Context: an optimization exercise on an open-source flow, tuned for small area, a short achievable clock period and few clock cycles. The choices shown serve that exercise and are no tape-out recipe.
Only simulation tests tie the RTL to the original design; equivalence was not proved.

== the previous run ==
// cbs_rtb
module cbs_rtb (
    input  wire          clk,
    input  wire          rst,
    input  wire          h_valid,
    input  wire [31:0]   h_data,
    output wire          ready,
    output reg           r_valid,
    output reg  [31:0]   r_data,
    input  wire          p_valid,
    input  wire [7:0]    p_data,
    input  wire          tick,
    output wire [31:0]   period_out,
    output wire [31:0]   duty_out
);
Size in the first run: about 18000 cells after synthesis, roughly 1300 flip-flops, roughly 140 I/O pins, ~0.12 sq mm of cells after synthesis.
Settings: LEC_CHECK=0, ABC_AREA=1, CAP_MARGIN=20, CORE_MARGIN=2, CORE_UTILIZATION=40, PLACE_DENSITY=0.6, SLEW_MARGIN=20, SYNTH_MEMORY_MAX_BITS=65536; clock period 25.0 ns.
run.sh (not shown) runs the stock make flow with config.mk's settings and CLKGATE_MAP_FILE= SYNTH_SCRIPT=/design/flow/synth_recipe.tcl, a recipe that flattens the netlist after the stock synthesis.
The previous run did not stop at any stage, and its layout met the timing, design-rule and antenna checks.
Testbench counts of the previous run, summed over its fixed seeds: cycles 28,539.
### the previous run -> the current run
-- flow/config.mk --
<<< the previous run, line 11
export CORE_UTILIZATION = 40
export PLACE_DENSITY = 0.6
>>> the current run, line 11
export CORE_UTILIZATION = 60
export PLACE_DENSITY = 0.7
==> summary.txt <==
The current run ended with every stage complete and zero timing, DRC or antenna violations.
Relative to the previous run, number of filler cells placed in the layout has decreased by 13494 in the current run.
[compare] base=the previous run new=the current run: wire length -7.6%; final cell count -6.3%; clock input transition at the sequential cells of the worst setup and hold paths ~0 delta.

== fjord ==
cbs_rtb, a different RTL version from the one above (not shown whole).
Size: ~15000 cells after synthesis, roughly 1400 flip-flops, ~140 I/O pins, ~110000 sq um of cells after synthesis.
// cbs_rtb
module cbs_rtb (
    input  wire          clk,
    input  wire          rst,
    input  wire          h_valid,
    input  wire [31:0]   h_data,
    output wire          ready,
    output reg           r_valid,
    output reg  [31:0]   r_data,
    input  wire          p_valid,
    input  wire [7:0]    p_data,
    input  wire          tick,
    output wire [31:0]   period_out,
    output wire [31:0]   duty_out
);
export LEC_CHECK = 0
export ABC_AREA = 1
export CAP_MARGIN = 30
export CORE_MARGIN = 2
export CORE_UTILIZATION = 40
export PLACE_DENSITY = 0.6
export SLEW_MARGIN = 20
export SYNTH_MEMORY_MAX_BITS = 65536
create_clock -name core_clock -period 25.0 [get_ports {clk}]
standard.sh (not shown) runs the stock make flow with config.mk's settings and CLKGATE_MAP_FILE= SYNTH_SCRIPT=/design/flow/synth_recipe.tcl, a recipe that flattens the netlist after the stock synthesis.
==> flow/flow/run.sh <==
#!/bin/bash
# The standard layout (the standard.sh: standard synthesis, then ORFS to
# finish), with the port buffers that placement inserts taken as buf_2 cells
# rather than the resizer's default pick, and timing repair asked to leave
# 18.3 ns of setup slack at the design's 25 ns clock (repair_timing
# -setup_margin), so that it also shortens paths that already meet it.
set -euo pipefail
export BUFFER_PORTS_ARGS="-buffer_cell sky130_fd_sc_hd__buf_2"
export SETUP_SLACK_MARGIN=18.3
bash standard.sh > standard.log 2>&1
Testbench counts of fjord, summed over its fixed seeds: cycles 28,725.
### fjord -> raven
# fjord
export LEC_CHECK = 0
export ABC_AREA = 1
export CAP_MARGIN = 30
export CORE_MARGIN = 2
export CORE_UTILIZATION = 40
export PLACE_DENSITY = 0.6
export SLEW_MARGIN = 20
export SYNTH_MEMORY_MAX_BITS = 65536
create_clock -name core_clock -period 25.0 [get_ports {clk}]
# raven
export LEC_CHECK = 0
export ABC_AREA = 1
export CAP_MARGIN = 20
export CORE_MARGIN = 2
export CORE_UTILIZATION = 40
export PLACE_DENSITY = 0.6
export SLEW_MARGIN = 10
export SYNTH_MEMORY_MAX_BITS = 65536
create_clock -name core_clock -period 25.0 [get_ports {clk}]
--- outcome ---
Relative to fjord, clock-buffer cell count has increased by 0.47% in raven. ~same fraction of the cycle the final worst path needs in raven and fjord. The via count was comparable across raven and fjord. raven: relative area change from synthesis to final layout is 0.53 points lower than what fjord reported. raven reports a lower arrival time at the worst endpoint than fjord does. Lower non-clock buffer count was reported by raven, not fjord. On maximum frequency, raven and fjord are basically level.
Modified inputs, pepper compared to raven
==> flow/flow/run.sh <==
#!/bin/bash
# The standard layout (the standard.sh: standard synthesis, then ORFS to
# finish), with the port buffers that placement inserts taken as buf_2 cells
# rather than the resizer's default pick, and timing repair asked to leave
# 18.45 ns of setup slack at the design's 25 ns clock (repair_timing
# -setup_margin), so that it also shortens paths that already meet it.
set -euo pipefail
export BUFFER_PORTS_ARGS="-buffer_cell sky130_fd_sc_hd__buf_2"
export SETUP_SLACK_MARGIN=18.45
bash standard.sh > standard.log 2>&1
--- outcome ---
- In summary, pepper completed successfully, with a layout that passed the timing, design-rule and antenna checks.
- pepper vs. raven: multi-input combinational cell count shows no meaningful change; setup slack shows an increase of 160 ps.
- Minimum setup slack after placement (higher): raven
- For the slew at the pin closest to its max-slew limit, pepper came in 92 ps higher than raven did.
- STATUS hold slack: pepper wins against raven
- Compared with raven, pepper shows a higher final cell count.
- raven -> pepper: routed via count divided by cell count flat
- Higher global-route wire length before repair goes to pepper over raven.
The inputs of nickel differ from those of pepper as listed below.
# pepper
export LEC_CHECK = 0
export ABC_AREA = 1
export CAP_MARGIN = 20
export CORE_MARGIN = 2
export CORE_UTILIZATION = 40
export PLACE_DENSITY = 0.6
export SLEW_MARGIN = 10
export SYNTH_MEMORY_MAX_BITS = 65536
create_clock -name core_clock -period 25.0 [get_ports {clk}]
# nickel
export LEC_CHECK = 0
export ABC_AREA = 1
export CAP_MARGIN = 10
export CORE_MARGIN = 2
export CORE_UTILIZATION = 40
export PLACE_DENSITY = 0.6
export SLEW_MARGIN = 0
export SYNTH_MEMORY_MAX_BITS = 65536
create_clock -name core_clock -period 25.0 [get_ports {clk}]
==> flow/flow/run.sh <==
#!/bin/bash
# The standard layout (the standard.sh: standard synthesis, then ORFS to
# finish), with the port buffers that placement inserts taken as buf_2 cells
# rather than the resizer's default pick, and timing repair asked to leave
# 18.3 ns of setup slack at the design's 25 ns clock (repair_timing
# -setup_margin), so that it also shortens paths that already meet it.
set -euo pipefail
export BUFFER_PORTS_ARGS="-buffer_cell sky130_fd_sc_hd__buf_2"
export SETUP_SLACK_MARGIN=18.3
bash standard.sh > standard.log 2>&1
--- outcome ---
nickel ran to completion and came out clean on the timing, design-rule and antenna checks. Compared to pepper, nickel has register-to-register slack 70 ps lower. In the flow results for pepper and nickel, the non-clock buffer count is larger on pepper. For worst-case hold slack, nickel and pepper come out practically identical. Summary of the comparison: number of nets at the end of the flow is lower in nickel, relative to pepper. Sort pepper and nickel by utilization after layout desc -> top: pepper. Design area is higher on pepper. In nickel relative to pepper, final cell count had gone down slightly. Looking at worst setup slack, nickel sits 140 ps lower than pepper does. nickel ended up with r_data[1] as its critical path capture point; pepper ended up with r_data[6]. nickel vs pepper — count of antenna diodes in the layout rose 6.
--- input diff nickel..yarrow ---
# nickel
export LEC_CHECK = 0
export ABC_AREA = 1
export CAP_MARGIN = 10
export CORE_MARGIN = 2
export CORE_UTILIZATION = 40
export PLACE_DENSITY = 0.6
export SLEW_MARGIN = 0
export SYNTH_MEMORY_MAX_BITS = 65536
create_clock -name core_clock -period 25.0 [get_ports {clk}]
# yarrow
export LEC_CHECK = 0
export ABC_AREA = 1
export CAP_MARGIN = 30
export CORE_MARGIN = 2
export CORE_UTILIZATION = 40
export PLACE_DENSITY = 0.6
export SLEW_MARGIN = 20
export SYNTH_MEMORY_MAX_BITS = 65536
create_clock -name core_clock -period 25.0 [get_ports {clk}]
==> flow/flow/run.sh <==
#!/bin/bash
# The standard layout (the standard.sh: standard synthesis, then ORFS to
# finish), with the port buffers that placement inserts taken as buf_2 cells
# rather than the resizer's default pick.
set -euo pipefail
export BUFFER_PORTS_ARGS="-buffer_cell sky130_fd_sc_hd__buf_2"
bash standard.sh > standard.log 2>&1
### Flow results
yarrow vs. nickel: cell area after placement now sits at about the same level, final critical-path setup slack now sits lower, count of clock buffers in the final design now sits higher.
Comparing relative area of non-clock buffer cells in the final design for nickel and yarrow, the smaller number came from yarrow.
For zinc, these inputs were changed with respect to yarrow:
==> flow/flow/run.sh <==
#!/bin/bash
# The standard layout (the standard.sh: standard synthesis, then ORFS to
# finish), with the port buffers that placement inserts taken as buf_2 cells
# rather than the resizer's default pick, and timing repair asked to leave
# 19 ns of setup slack at the design's 25 ns clock (repair_timing
# -setup_margin), so that it also shortens paths that already meet it.
set -euo pipefail
export BUFFER_PORTS_ARGS="-buffer_cell sky130_fd_sc_hd__buf_2"
export SETUP_SLACK_MARGIN=19
bash standard.sh > standard.log 2>&1
### Flow results
yarrow has a higher placer's final routability congestion estimate than zinc.
Compare zinc and yarrow | number of nets in the layout higher: zinc
Relative to yarrow, the via count measured on zinc has increased by a few percent.
For area after synthesis, yarrow and zinc come out practically identical.
The final reports for zinc and yarrow show worst hold slack lower in the former.
yarrow → zinc: synthesis-to-finish area growth grew by 11 points; buffer share of cell area grew by 4.4 points; met1 usage in global routing grew by 3.6 points.

-- separate check: timing with driven ports --
No port has a modelled driver above. Below, the same layouts with a new extraction and two added sets of constraints.
Step 1 (the two cells are an assumption about what drives the block):
set clk [get_ports {clk}]
set_driving_cell -lib_cell sky130_fd_sc_hd__clkbuf_16 $clk
set_driving_cell -lib_cell sky130_fd_sc_hd__buf_2 [delete_from_list [all_inputs] $clk]
Step 2, shift: input delay + t, output delay - t, t = (earliest + latest rising clock arrival at the registers) / 2. This alone moves slack from input paths to output paths.
Three values: ideal ports, drivers, drivers and shift; two values: the first two.
run | shift t [ns] | setup slack, ns | clock arrival spread, ns | cell pins on the clock port's net
the previous run | 0.947 | 15.779 / 15.779 / 15.537 | 0.086 / 0.086 | 1
the current run | 0.916 | 15.552 / 15.552 / 15.343 | 0.056 / 0.056 | 1
fjord | 0.954 | 18.307 / 18.217 / 17.394 | 0.084 / 0.084 | 1
raven | 0.957 | 18.297 / 18.218 / 17.367 | 0.070 / 0.070 | 1
pepper | 0.959 | 18.452 / 18.350 / 17.480 | 0.073 / 0.073 | 1
nickel | 0.956 | 18.315 / 18.216 / 17.408 | 0.089 / 0.089 | 1
yarrow | 0.960 | 16.557 / 16.557 / 15.982 | 0.073 / 0.074 | 1
zinc | 0.959 | 18.450 / 18.424 / 17.517 | 0.085 / 0.084 | 1
After both steps every run listed still meets setup and hold. For pepper, which loses most, drivers alone change the setup slack by -0.102 ns; drivers and shift together by -0.972 ns.
